This is an optimization exercise on Yosys and OpenROAD, whose aim is small area, a short achievable clock period and few clock cycles per item, not a production implementation.
In this exercise RTL edits were held to simulation tests only and were not proved equivalent to the original.
Power is estimated from default activity; no workload was simulated.

## flow/design.v (module list and top-level ports; edited modules follow where they fit)
// module crc_frame_decoder: 890 lines
// module crc_xor2: 3 lines
// module crc_xnor2: 3 lines
module crc_frame_decoder (
    input  wire         clk,
    input  wire         rst,
    input  wire         in_valid,
    output wire         in_ready,
    input  wire [159:0] in_frame,
    output wire         out_valid,
    output wire [1:0]   out_status,    
    output wire [31:0]  out_crc,       
    output wire [7:0]   out_model,     
    output wire [1:0]   out_alg,
    output wire [1:0]   out_filt,
    output wire [31:0]  out_x,
    output wire [31:0]  out_y,
    output wire [31:0]  out_z
);
  // ...
==> flow/flow/run.sh <==
#!/bin/bash
set -euo pipefail
bash standard.sh \
  "BUFFER_PORTS_ARGS=-buffer_cell sky130_fd_sc_hd__buf_1" \
  "CTS_ARGS=-sink_clustering_enable -repair_clock_nets -dont_use_dummy_load -buf_list sky130_fd_sc_hd__clkbuf_8" \
  finish > standard_make.log 2>&1
==> flow/standard.sh <==
#!/bin/bash
# synth_recipe.tcl (not shown) runs the flow's synth.tcl, then flattens the netlist and writes it again
# the make line also repeats each setting of config.mk as NAME=value (left out here)
make -C /OpenROAD-flow-scripts/flow DESIGN_CONFIG=/design/flow/config.mk WORK_HOME=/design/flow/orfs CLKGATE_MAP_FILE= SYNTH_SCRIPT=/design/flow/synth_recipe.tcl "${@:-finish}"
==> flow/config.mk <==
export PLATFORM = sky130hd
export DESIGN_NAME = crc_frame_decoder
export DESIGN_NICKNAME = crc_frame_decoder
export VERILOG_FILES = /design/flow/design.v
export SDC_FILE = /design/flow/constraint.sdc
export NUM_CORES = 4
export LEC_CHECK = 0
export CAP_MARGIN = 0
export CORE_MARGIN = 2
export CORE_UTILIZATION = 70
export SETUP_SLACK_MARGIN = 1.5
export SLEW_MARGIN = 0
export SYNTH_HIERARCHICAL = 1
export SYNTH_MINIMUM_KEEP_SIZE = 0
==> flow/constraint.sdc <==
create_clock -name core_clock -period 5.0 [get_ports {clk}]
set_input_delay 1.0000 -clock core_clock [delete_from_list [all_inputs] [get_ports {clk}]]
set_output_delay 1.0000 -clock core_clock [all_outputs]
set_load 0.01 [all_outputs]
==> results.json, run 1 <==
{
  "grt_antenna_before_repair": 0,
  "wl_per_cell_um": 26.14,
  "synth-warning-count": 7,
  "outcome": "timing/DRC/antenna clean",
  "synth_top_area_cell": "xor2_1",
  "synth_cell_types": 23,
  "dpl.hpwl_um": 35160,
  "drtAntennaViolNets": 0,
  "synth_nets": 1218,
  "io_buffer_count": 305,
  "synthAdderAreaFrac_pct": 0.5654,
  "netSwitchingPower_uw": 3425,
  "clkCellAreaFrac_pct": 1.813,
  "synth_area_um2": 11070,
  "finalWirelength_um": 41850,
  "vias": 9154,
  "cp_num_cells": 8,
  "muxShareOfSynthArea_pct": 0,
  "grt_start_max_net_pins": 17,
  "slew_headroom_pct": 32.63,
  "cts_tree": "built",
  "seq-cell-share_pct": 26.99,
  "cp-end-kind": "flop",
  "grt_pass1_wl_um": 58270,
  "post_cts_buffers": 0
}
Testbench counts, summed over its fixed seeds: cycles 3,208, items 3,200.
==> run 2, diff against run 1 <==
--- a/flow/config.mk
+++ b/flow/config.mk
@@ -8,6 +8,7 @@
 export CAP_MARGIN = 0
 export CORE_MARGIN = 2
 export CORE_UTILIZATION = 70
+export GPL_ROUTABILITY_DRIVEN = 0
 export SETUP_SLACK_MARGIN = 1.5
 export SLEW_MARGIN = 0
 export SYNTH_HIERARCHICAL = 1
==> run 2 against run 1 <==
Compared with the run above:
- still clean
- synthesized cell count is the same
- synthesized area did not move
- first-iteration DRC count is 10% higher
- via count fell by 1.5%
- critical path depth stayed put
- cell count about the same
- routed wire length shrank 4.8%
- utilization is essentially flat
==> results.json, run 2 <==
{
  "worstPathArrival_ps": 3910,
  "setup_viol": 0,
  "vias": 9018,
  "min_from": "in_frame[0]",
  "largest_reg_flops": 96,
  "cts_tree": "built",
  "dpl.hpwl_um": 33350,
  "clock_path_buffers": 2,
  "ys_seq_area_share_pct": 31.48,
  "finalWirelength_um": 39860,
  "period_minus_slack_ps": 3537,
  "cp_slowest_stage_delay_ps": 660,
  "ios": 307,
  "area_growth_syn_to_layout_pct": 16.58,
  "core_um2": 15310,
  "synth_area_um2": 11070,
  "maxSlewViolCount": 0,
  "drive_gt1_share_pct": 3.456,
  "top_regs": "xyz_q: 96 flops, crc_q: 32 flops, rx_q: 32 flops",
  "cellLeakagePower_uw": 0.005610,
  "cts_max_level": 4,
  "final.setup.tns_ps": 0,
  "hold_violations": 0,
  "via_per_inst": 5.636,
  "crit_buf_inv": 1,
  "synth_edf_count": 0,
  "fin_util_pct": 84.23,
  "synth_cells": 1050,
  "drc_errors": 0,
  "path_cells": "buf_1, xor2_1, xor2_2, xor2_2, xor2_1, xor2_1, xor2_1, xor2_1",
  "hold_buffers": 0,
  "synth_area_leaders": "xor2_1, dfxtp_1, xnor2_1, ha_1, nand4_1",
  "worstSetupPathType": "in -> reg",
  "synth_nets": 1218,
  "cts_buffers": 17,
  "grt_pass1_wl_um": 55340,
  "synth-warning-count": 7,
  "cp-startpoint": "in_frame[133]",
  "fmax_mhz": 282.7,
  "synth_seq_cells": 174,
  "regMostFlops": "xyz_q",
  "outcome": "timing/DRC/antenna clean",
  "final_cells": 1600,
  "synth_flop_cell": "dfxtp_1",
  "crit_family": "XOR/XNOR gates",
  "critPathRequiredTime_ps": 5380,
  "avgSynthCellArea_um2": 10.54,
  "slew_headroom_pct": 23.44,
  "io_buffer_count": 305,
  "nNetsFinal": 1559,
  "crit_top_cell": "xor2_1",
  "synth_common_cells": "xor2_1, dfxtp_1, xnor2_1, nand4_1, ha_1",
  "layout_common_cells": "xor2_1, buf_1, dfxtp_1",
  "grt_antenna_before_repair": 0,
  "power.total_uw": 7032,
  "async_flop_share_pct": 0,
  "synth_top_area_share_pct": 62.37,
  "rsz0062_at_grt": "yes",
  "post_cts_buffers": 0,
  "ir_drop_mv": 0.2487,
  "grt_start_max_net_pins": 17,
  "n_antenna_cell": 0,
  "critPathLaunchType": "input port",
  "die_width_um": 129.7,
  "fp-row-count": 45,
  "crit_slowest_cell": "xor2_1",
  "synth_top_area_cell": "xor2_1",
  "finalCritPeriodShare_pct": 70.75,
  "drt_iter0_drc": 1264,
  "p_per_area_nw_per_um2": 545.1,
  "ctsResizeCount": 2,
  "grt-ovfl-total": 0,
  "holdCritPathClass": "in -> reg",
  "initial_core_util_pct": 72.25,
  "final_common_cell": "xor2_1",
  "cp_max_fo": 4,
  "drt-pass1-iter-count": 5,
  "maxCapViolations": 0,
  "clock-root-buffer": "clkbuf_8",
  "grt_usage_pct": 47.32,
  "die_area_um2": 16830,
  "post-place-cells": 1583,
  "hold-worst-slack_ps": 620.6,
  "worstMarginPinSlew_ps": 1144,
  "synth_cell_types": 23,
  "grt_pass1_vias": 8940,
  "yosysMostFrequentCell": "xor2_1",
  "fp.dieH_um": 129.7,
  "drtAntennaViolNets": 0,
  "wl_per_cell_um": 24.91,
  "path_clk_slew_ps": 80,
  "cp-end-kind": "flop",
  "cts_sinks": 174
}
run 2: area by class of cell:
type | instances | area [um^2]
flip-flops and latches | 174 | 3483
clock buffers | 17 | 234.0
well taps | 211 | 264.0
inverters | 2 | 7.507
fillers | 988 | 2415
multi-input cells | 872 | 7624
repair buffers | 324 | 1287
run 2: final timing paths:
path / to / slack, ps / depth (start not counted)
max: crc_q[18]$_DFF_P_ / 1460 / 8
min: rx_q[0]$_DFF_P_ / 620 / 1
run 2: cell families (layout without fill, tap and decap cells):
kind of cell	Yosys count	after routing	synth area share [%]
buffers and inverters	4	343	0.1696
adder cells (fa/ha/maj)	5	5	0.5654
AO/OA/AOI/OAI	8	8	0.4524
other	1	1	0.03389
flip-flops	174	174	31.48
AND/OR/NAND/NOR	31	31	1.843
XOR/XNOR	827	827	65.46
run 2: metal layers:
metal	routed length (um)	vias to the layer above	global-route usage (%)	share of wire, %
li1	-	3874	-	-
met1	13570	4141	53.92	34
met2	17140	753	73.08	43
met3	5533	250	18.57	14
met4	3609	0	32.83	9.1
met5	0	-	0	0
run 2: stage by stage:
| step | cell area (um^2) | worst slack, ps |
|---|---|---|
| after floorplan | 11070 | 2042 |
| after global placement | 12610 | 1009 |
| after detailed placement | 12610 | 937.9 |
| after CTS | 12850 | 1507 |
| after global routing | 12900 | 1394 |
| final | 12900 | 1463 |
run 2: power by group:
part	internal, uW	total, uW	switching, uW
Clock	300	724	424
Combinational	1700	4510	2810
Sequential	1670	1790	127
Total	3670	7030	3370
run 2: per-module statistics from Yosys, one instance, submodules excluded:
module             flip-flops and latches  times used  cell area (um^2)
crc_xor2                                0         776             8.758
crc_xnor2                               0          19             8.758
crc_frame_decoder                     174           1              4103

==> static timing again, ports no longer ideal <==
The results above use ideal ports. As a check the final layouts listed here were re-extracted and re-timed, cells and wires unchanged.
Step 1 assumes that a clkbuf_16 drives the clock port and a buf_2 every other input.
Step 2 adds t to the input delays and takes it off the output delays; t is the mean of the earliest and latest rising clock arrival at the registers after step 1. Input paths then give back, and output paths get back, about the clock's delay inside the block.
a / b / c = ideal ports / drivers / drivers and shift; a / b = the first two.
| run | shift t [ns] | slack for setup (ns) | clock arrival spread, ns | slew at the worst register clock pin (ns) | worst data-port slew with drivers (ns) |
|---|---|---|---|---|---|
| run 1 | 0.496 | 1.474 / 1.492 / 0.996 | 0.032 / 0.033 | 0.10 / 0.10 | 0.06 |
| run 2 | 0.501 | 1.463 / 1.477 / 0.976 | 0.029 / 0.028 | 0.10 / 0.10 | 0.05 |
After both steps setup and hold are still met in every run listed. The setup slack of run 2, which loses most, moves by +0.014 ns with the drivers and by -0.487 ns with both steps.
